This design comes from an exercise in tuning for small area, a short achievable clock period and few clock cycles on the open sky130 flow, not from production work. Function was checked by simulation only, so behaviour that the tests miss may differ from the original. Power is estimated from default activity; no workload was simulated.

==> raven <==
==> flow/design.v (excerpt) <==
module ap4s_core (
    input  wire        clk,
    input  wire        rst,
    input  wire        req,
    input  wire        we,
    input  wire [7:0]  addr,
    input  wire [15:0] wdata,
    output reg         ack,
    output reg  [15:0] rdata
);
    localparam [3:0] E_NONE     = 4'd0;
    localparam [3:0] E_SHORT    = 4'd1;
    localparam [3:0] E_BADFCC   = 4'd2;
    localparam [3:0] E_BADDPID  = 4'd3;
    localparam [3:0] E_UNKTYPE  = 4'd4;
    localparam [3:0] E_LENGTH   = 4'd5;
    localparam [3:0] E_ALPHA    = 4'd6;
    localparam [3:0] E_ILLEGAL  = 4'd8;
    localparam [3:0] E_BUFRANGE = 4'd9;
    function is_digit(input [7:0] c);
        is_digit = (c[7:4] == 4'h3) && !(c[3] && (c[2] || c[1]));
    endfunction
    function letter5(input [4:0] c);
        letter5 = (c != 5'd0) && !(c[4] && c[3] && (c[2] || (c[1] && c[0])));
    endfunction
    function in_alpha(input [7:0] c);
        in_alpha = is_digit(c) ||
                   ((c[7:5] == 3'b010) && letter5(c[4:0])) ||
  ...
Settings: LEC_CHECK=0, CAP_MARGIN=20, CORE_MARGIN=2, CORE_UTILIZATION=50, CTS_BUF_LIST=sky130_fd_sc_hd__clkbuf_16, CTS_CLUSTER_DIAMETER=60, CTS_CLUSTER_SIZE=30, PLACE_DENSITY=0.65, SETUP_SLACK_MARGIN=5, SLEW_MARGIN=20; clock period 12.0 ns.
run.sh (not shown) runs the stock make flow with config.mk's settings and CLKGATE_MAP_FILE= SYNTH_SCRIPT=/design/flow/synth_recipe.tcl, a recipe that flattens the netlist after the stock synthesis.
==> ember: changes against raven <==
--- a/flow/design.v
+++ b/flow/design.v
@@ -180,17 +180,16 @@
     reg [6:0]   ilen;
     reg [5:0]   acc0, acc1, acc2, acc3;
     reg [7:0]   ibuf [0:63];
     reg [1:0]   od [2:64];
     reg         busy;             
     reg         enc_ph;           
     reg         num_r;            
     reg         in_field;         
-    reg [7:0]   ch_r;             
     reg [4:0]   cnt;              
     reg         gf_run;           
     reg         gf_exp;           
     reg [5:0]   gop;              
     reg [7:0]   rp;               
     reg [7:0]   ma;               
     reg         pf_v;
     reg [8:0]   pf;               
@@ -253,17 +252,17 @@
             4'h7, 4'hD:             cmd_legal = (cmd[11:2] == 10'd0);
             4'h8, 4'h9, 4'hA:       cmd_legal = (cmd[11:8] == 4'd0);
             4'hC:                   cmd_legal = ((cmd & 16'h0CCC) == 16'd0);
             default:                cmd_legal = 1'b0;
         endcase
     end
     wire [5:0] ib_a    = enc_run ? {1'b0, cnt} : ma[5:0];
     wire [7:0] ib_q    = ibuf[ib_a];
-    wire [7:0] chx   = enc_run ? ch_r : c_ch;
+    wire [7:0] chx   = enc_run ? ib_q : c_ch;
     wire [5:0] ch_ix = cidx_tab(chx[6:0]);
     wire [5:0] ch_c  = c_table(ch_ix);
     wire [3:0] ch_n  = n_table(chx[3:0]);
     wire [5:0] sym;
     wire [5:0] lfsr_in = busy ? sym : c_b6;
     wire [5:0] lm    = acc3 ^ lfsr_in;
     wire [5:0] nacc3 = acc2 ^ gf_mul(lm, 6'd30);
     wire [5:0] nacc2 = acc1 ^ gf_mul(lm, 6'd29);
@@ -380,17 +379,17 @@
             endcase
         end
     end
     wire [7:0] stat_enc = {1'b1, enc_ok, enc_ok ? row_sel : 2'd0, enc_err};
     wire enc_go   = do_cmd && cmd_legal && (c_op == 4'hE);
     wire enc_ok   = (enc_err == E_NONE);
     wire lfsr_run = busy && !enc_ph && !gf_run;
     wire lfsr_end = lfsr_run && (cnt == nsym_m1);
-    wire enc_last = enc_run && (num_r ? (cnt == 5'd25) : (cnt == 5'd20));
+    wire enc_last = enc_run && (num_r ? (cnt == 5'd24) : (cnt == 5'd19));
     always @(posedge clk) begin
         if (do_ibuf) ibuf[addr[5:0]] <= wdata[7:0];
     end
     wire [1:0] nd0 = in_field ? ch_n[3:2] : 2'd3;
     wire [1:0] nd1 = in_field ? ch_n[1:0] : 2'd3;
     wire [1:0] ad0 = in_field ? ch_c[5:4] : 2'd3;
     wire [1:0] ad1 = in_field ? ch_c[3:2] : 2'd3;
     wire [1:0] ad2 = in_field ? ch_c[1:0] : 2'd3;
@@ -509,19 +508,18 @@
             stat_ready <= 1'b0;
             ilen       <= 7'd0;
             acc0 <= 6'd0; acc1 <= 6'd0; acc2 <= 6'd0; acc3 <= 6'd0;
             busy       <= 1'b0;
             enc_ph     <= 1'b0;
             gf_run     <= 1'b0;
         end else begin
             if (enc_run) begin
-                cnt  <= cnt + 5'd1;
-                ch_r <= ib_q;
-                if (cnt == ilen[4:0]) in_field <= 1'b0;
+                cnt <= cnt + 5'd1;
+                if (cnt + 5'd1 == ilen[4:0]) in_field <= 1'b0;
                 if (enc_last) begin
                     enc_ph <= 1'b0;
                     cnt    <= 5'd0;
                     acc0 <= 6'd0; acc1 <= 6'd0; acc2 <= 6'd0; acc3 <= 6'd0;
                 end
             end
             if (lfsr_run) begin
                 acc0 <= nacc0; acc1 <= nacc1; acc2 <= nacc2; acc3 <= nacc3;
@@ -564,18 +562,17 @@
                     gf_exp <= c_op[0];
                     gop    <= c_b6;
                 end
                 if (enc_go) begin
                     stat_btype <= enc_ok ? row_sel : 2'd0;
                     if (enc_ok) begin
                         busy     <= 1'b1;
                         enc_ph   <= 1'b1;
-                        cnt      <= 5'd11;
-                        ch_r     <= s[10];
+                        cnt      <= 5'd10;
                         num_r    <= is_numeric;
                         in_field <= !cust_none;
                     end
                 end
             end
         end
     end
 endmodule
==> flow/flow/run.sh (new file) <==
#!/bin/bash
set -e
export SETUP_SLACK_MARGIN=6.2
bash standard.sh > standard.log 2>&1
==> flow/standard.sh (new file) <==
#!/bin/bash
# synth_recipe.tcl (not shown) runs the flow's synth.tcl, then flattens the netlist and writes it again
# the make line also repeats each setting of config.mk as NAME=value (left out here)
make -C /OpenROAD-flow-scripts/flow DESIGN_CONFIG=/design/flow/config.mk WORK_HOME=/design/flow/orfs CLKGATE_MAP_FILE= SYNTH_SCRIPT=/design/flow/synth_recipe.tcl "${@:-finish}"
Settings changed: CORE_UTILIZATION 50 to 40, CTS_BUF_LIST sky130_fd_sc_hd__clkbuf_16 to unset, CTS_CLUSTER_DIAMETER 60 to unset, CTS_CLUSTER_SIZE 30 to unset, PLACE_DENSITY 0.65 to 0.6, SETUP_SLACK_MARGIN 5 to unset.
removed: flow/run.sh
==> willow: changes against raven <==
--- a/flow/design.v
+++ b/flow/design.v
@@ -180,17 +180,16 @@
     reg [6:0]   ilen;
     reg [5:0]   acc0, acc1, acc2, acc3;
     reg [7:0]   ibuf [0:63];
     reg [1:0]   od [2:64];
     reg         busy;             
     reg         enc_ph;           
     reg         num_r;            
     reg         in_field;         
-    reg [7:0]   ch_r;             
     reg [4:0]   cnt;              
     reg         gf_run;           
     reg         gf_exp;           
     reg [5:0]   gop;              
     reg [7:0]   rp;               
     reg [7:0]   ma;               
     reg         pf_v;
     reg [8:0]   pf;               
@@ -253,17 +252,17 @@
             4'h7, 4'hD:             cmd_legal = (cmd[11:2] == 10'd0);
             4'h8, 4'h9, 4'hA:       cmd_legal = (cmd[11:8] == 4'd0);
             4'hC:                   cmd_legal = ((cmd & 16'h0CCC) == 16'd0);
             default:                cmd_legal = 1'b0;
         endcase
     end
     wire [5:0] ib_a    = enc_run ? {1'b0, cnt} : ma[5:0];
     wire [7:0] ib_q    = ibuf[ib_a];
-    wire [7:0] chx   = enc_run ? ch_r : c_ch;
+    wire [7:0] chx   = enc_run ? ib_q : c_ch;
     wire [5:0] ch_ix = cidx_tab(chx[6:0]);
     wire [5:0] ch_c  = c_table(ch_ix);
     wire [3:0] ch_n  = n_table(chx[3:0]);
     wire [5:0] sym;
     wire [5:0] lfsr_in = busy ? sym : c_b6;
     wire [5:0] lm    = acc3 ^ lfsr_in;
     wire [5:0] nacc3 = acc2 ^ gf_mul(lm, 6'd30);
     wire [5:0] nacc2 = acc1 ^ gf_mul(lm, 6'd29);
@@ -380,17 +379,17 @@
             endcase
         end
     end
     wire [7:0] stat_enc = {1'b1, enc_ok, enc_ok ? row_sel : 2'd0, enc_err};
     wire enc_go   = do_cmd && cmd_legal && (c_op == 4'hE);
     wire enc_ok   = (enc_err == E_NONE);
     wire lfsr_run = busy && !enc_ph && !gf_run;
     wire lfsr_end = lfsr_run && (cnt == nsym_m1);
-    wire enc_last = enc_run && (num_r ? (cnt == 5'd25) : (cnt == 5'd20));
+    wire enc_last = enc_run && (num_r ? (cnt == 5'd24) : (cnt == 5'd19));
     always @(posedge clk) begin
         if (do_ibuf) ibuf[addr[5:0]] <= wdata[7:0];
     end
     wire [1:0] nd0 = in_field ? ch_n[3:2] : 2'd3;
     wire [1:0] nd1 = in_field ? ch_n[1:0] : 2'd3;
     wire [1:0] ad0 = in_field ? ch_c[5:4] : 2'd3;
     wire [1:0] ad1 = in_field ? ch_c[3:2] : 2'd3;
     wire [1:0] ad2 = in_field ? ch_c[1:0] : 2'd3;
@@ -509,19 +508,18 @@
             stat_ready <= 1'b0;
             ilen       <= 7'd0;
             acc0 <= 6'd0; acc1 <= 6'd0; acc2 <= 6'd0; acc3 <= 6'd0;
             busy       <= 1'b0;
             enc_ph     <= 1'b0;
             gf_run     <= 1'b0;
         end else begin
             if (enc_run) begin
-                cnt  <= cnt + 5'd1;
-                ch_r <= ib_q;
-                if (cnt == ilen[4:0]) in_field <= 1'b0;
+                cnt <= cnt + 5'd1;
+                if (cnt + 5'd1 == ilen[4:0]) in_field <= 1'b0;
                 if (enc_last) begin
                     enc_ph <= 1'b0;
                     cnt    <= 5'd0;
                     acc0 <= 6'd0; acc1 <= 6'd0; acc2 <= 6'd0; acc3 <= 6'd0;
                 end
             end
             if (lfsr_run) begin
                 acc0 <= nacc0; acc1 <= nacc1; acc2 <= nacc2; acc3 <= nacc3;
@@ -564,18 +562,17 @@
                     gf_exp <= c_op[0];
                     gop    <= c_b6;
                 end
                 if (enc_go) begin
                     stat_btype <= enc_ok ? row_sel : 2'd0;
                     if (enc_ok) begin
                         busy     <= 1'b1;
                         enc_ph   <= 1'b1;
-                        cnt      <= 5'd11;
-                        ch_r     <= s[10];
+                        cnt      <= 5'd10;
                         num_r    <= is_numeric;
                         in_field <= !cust_none;
                     end
                 end
             end
         end
     end
 endmodule
==> flow/flow/run.sh (new file) <==
#!/bin/bash
set -e
export SETUP_SLACK_MARGIN=6.5
bash standard.sh > standard.log 2>&1
==> flow/standard.sh (new file) <==
#!/bin/bash
# synth_recipe.tcl (not shown) runs the flow's synth.tcl, then flattens the netlist and writes it again
# the make line also repeats each setting of config.mk as NAME=value (left out here)
make -C /OpenROAD-flow-scripts/flow DESIGN_CONFIG=/design/flow/config.mk WORK_HOME=/design/flow/orfs CLKGATE_MAP_FILE= SYNTH_SCRIPT=/design/flow/synth_recipe.tcl "${@:-finish}"
Settings changed: SETUP_SLACK_MARGIN 5 to unset.
removed: flow/run.sh
==> results list <==
- The run finished with no timing, DRC or antenna violations.
* Critical-path cell with the highest stage delay: clkdlybuf4s50_1
- In the post-route analysis, the smallest setup slack over all paths is just over 5 ns.
* Critical R2R Launch: busy
* Tapcells inserted: around 1100
- Util after Layout: 54.8%
- Type of element launching the critical path: primary input
- The largest single stage delay on the critical path is around 0.55 ns.
* Synthesized netlist cell count: 3569
* Non-filler instance count after layout: 4576
- Compound-cell area share of the yosys netlist: 15.4%
- The kind of cell with the highest combined delay along the critical path is buffers and inverters.
- Of the total power, the share spent switching nets is between 20% and 30%.
* Count of buffer and inverter cells on the critical path: 2
- The analysis attributes to net switching a power of roughly 1700 µW.
* Yosys reg bits: approximately 730
- The floorplan has approximately 100 rows.
Source of the figures above: raven

==> results list <==
- Run status: no timing/DRC/antenna violations
- Compound-cell area share of the yosys netlist: roughly 17%
- Type of element launching the critical path: primary input
- Synthesized netlist cell count: 3536
- The startpoint identified for the worst register-to-register timing path is busy.
- Setup WS post-layout: about 6 ns
* Count of buffer and inverter cells on the critical path: 3
- The slowest stage of the critical path belongs to the cell nor4_2.
- Main combinational cell family by area after synthesis: compound AO/OA/AOI/OAI gates
* Number of antenna-violating nets in the routed design: 0
* Number of core rows: 102
- Cells fill 58.9% of the core in the end.
* Tapcells inserted: around 1000
- The kind of cell with the highest combined delay along the critical path is buffers and inverters.
- Of the total power, the share spent switching nets is a little under a third.
- Synthesis inferred approximately 720 register bits.
Source of the figures above: willow

==> results list <==
- Run status: no timing/DRC/antenna violations
* Util after Layout: 46.3%
- Shortest period the worst path allows: slightly below 6 ns
- The synthesized design contains roughly 720 register bits.
* Critical path class: reg -> reg
* Final period util: approximately half
- Synthesis produced a netlist whose cell count is ~3500.
- CP delay by family, top: compound AO/OA/AOI/OAI gates
* Non-filler instance count after layout: slightly below 5000
- The floorplan has 114 rows.
- Worst path max stage delay: between 0.5 and 0.6 ns
- Critical-path cell with the highest stage delay: or4_4
- Together, buffers and inverters on the worst path number 7.
* Switching part of the total: between 20 and 30%
- Type of element launching the critical path: flip-flop
- Setup WS post-layout: 6.13 ns
- Critical R2R Launch: cnt[0]
- During tapcell insertion the tool placed ~1300 well taps.
Source of the figures above: ember

Testbench counts of raven, summed over its fixed seeds: cycles 16,192.
Testbench counts of ember, summed over its fixed seeds: cycles 16,192.
Testbench counts of willow, summed over its fixed seeds: cycles 16,192.

==> static timing again, ports no longer ideal <==
The results above use ideal ports. As a check the final layouts listed here were re-extracted and re-timed, cells and wires unchanged.
Step 1 sets driving cells, clkbuf_16 on the clock port and buf_2 on the other inputs (assumed; they add their load-dependent delay and slew).
Step 2, shift: input delay + t, output delay - t, t = (earliest + latest rising clock arrival at the registers) / 2. This alone moves slack from input paths to output paths.
Three values: no drivers, after step 1, after step 2; two values: the first two.
run	t (ns)	setup slack, ns	worst data-port slew with drivers (ns)	cell pins on the clock port's net
raven	0.732	5.166 / 5.140 / 4.669	0.15	1
ember	0.720	6.128 / 6.128 / 5.518	0.12	1
willow	0.732	6.110 / 6.057 / 5.429	0.37	1
After both steps setup and hold are still met in every run listed. For willow, which loses most, drivers alone change the setup slack by -0.053 ns; drivers and shift together by -0.681 ns.
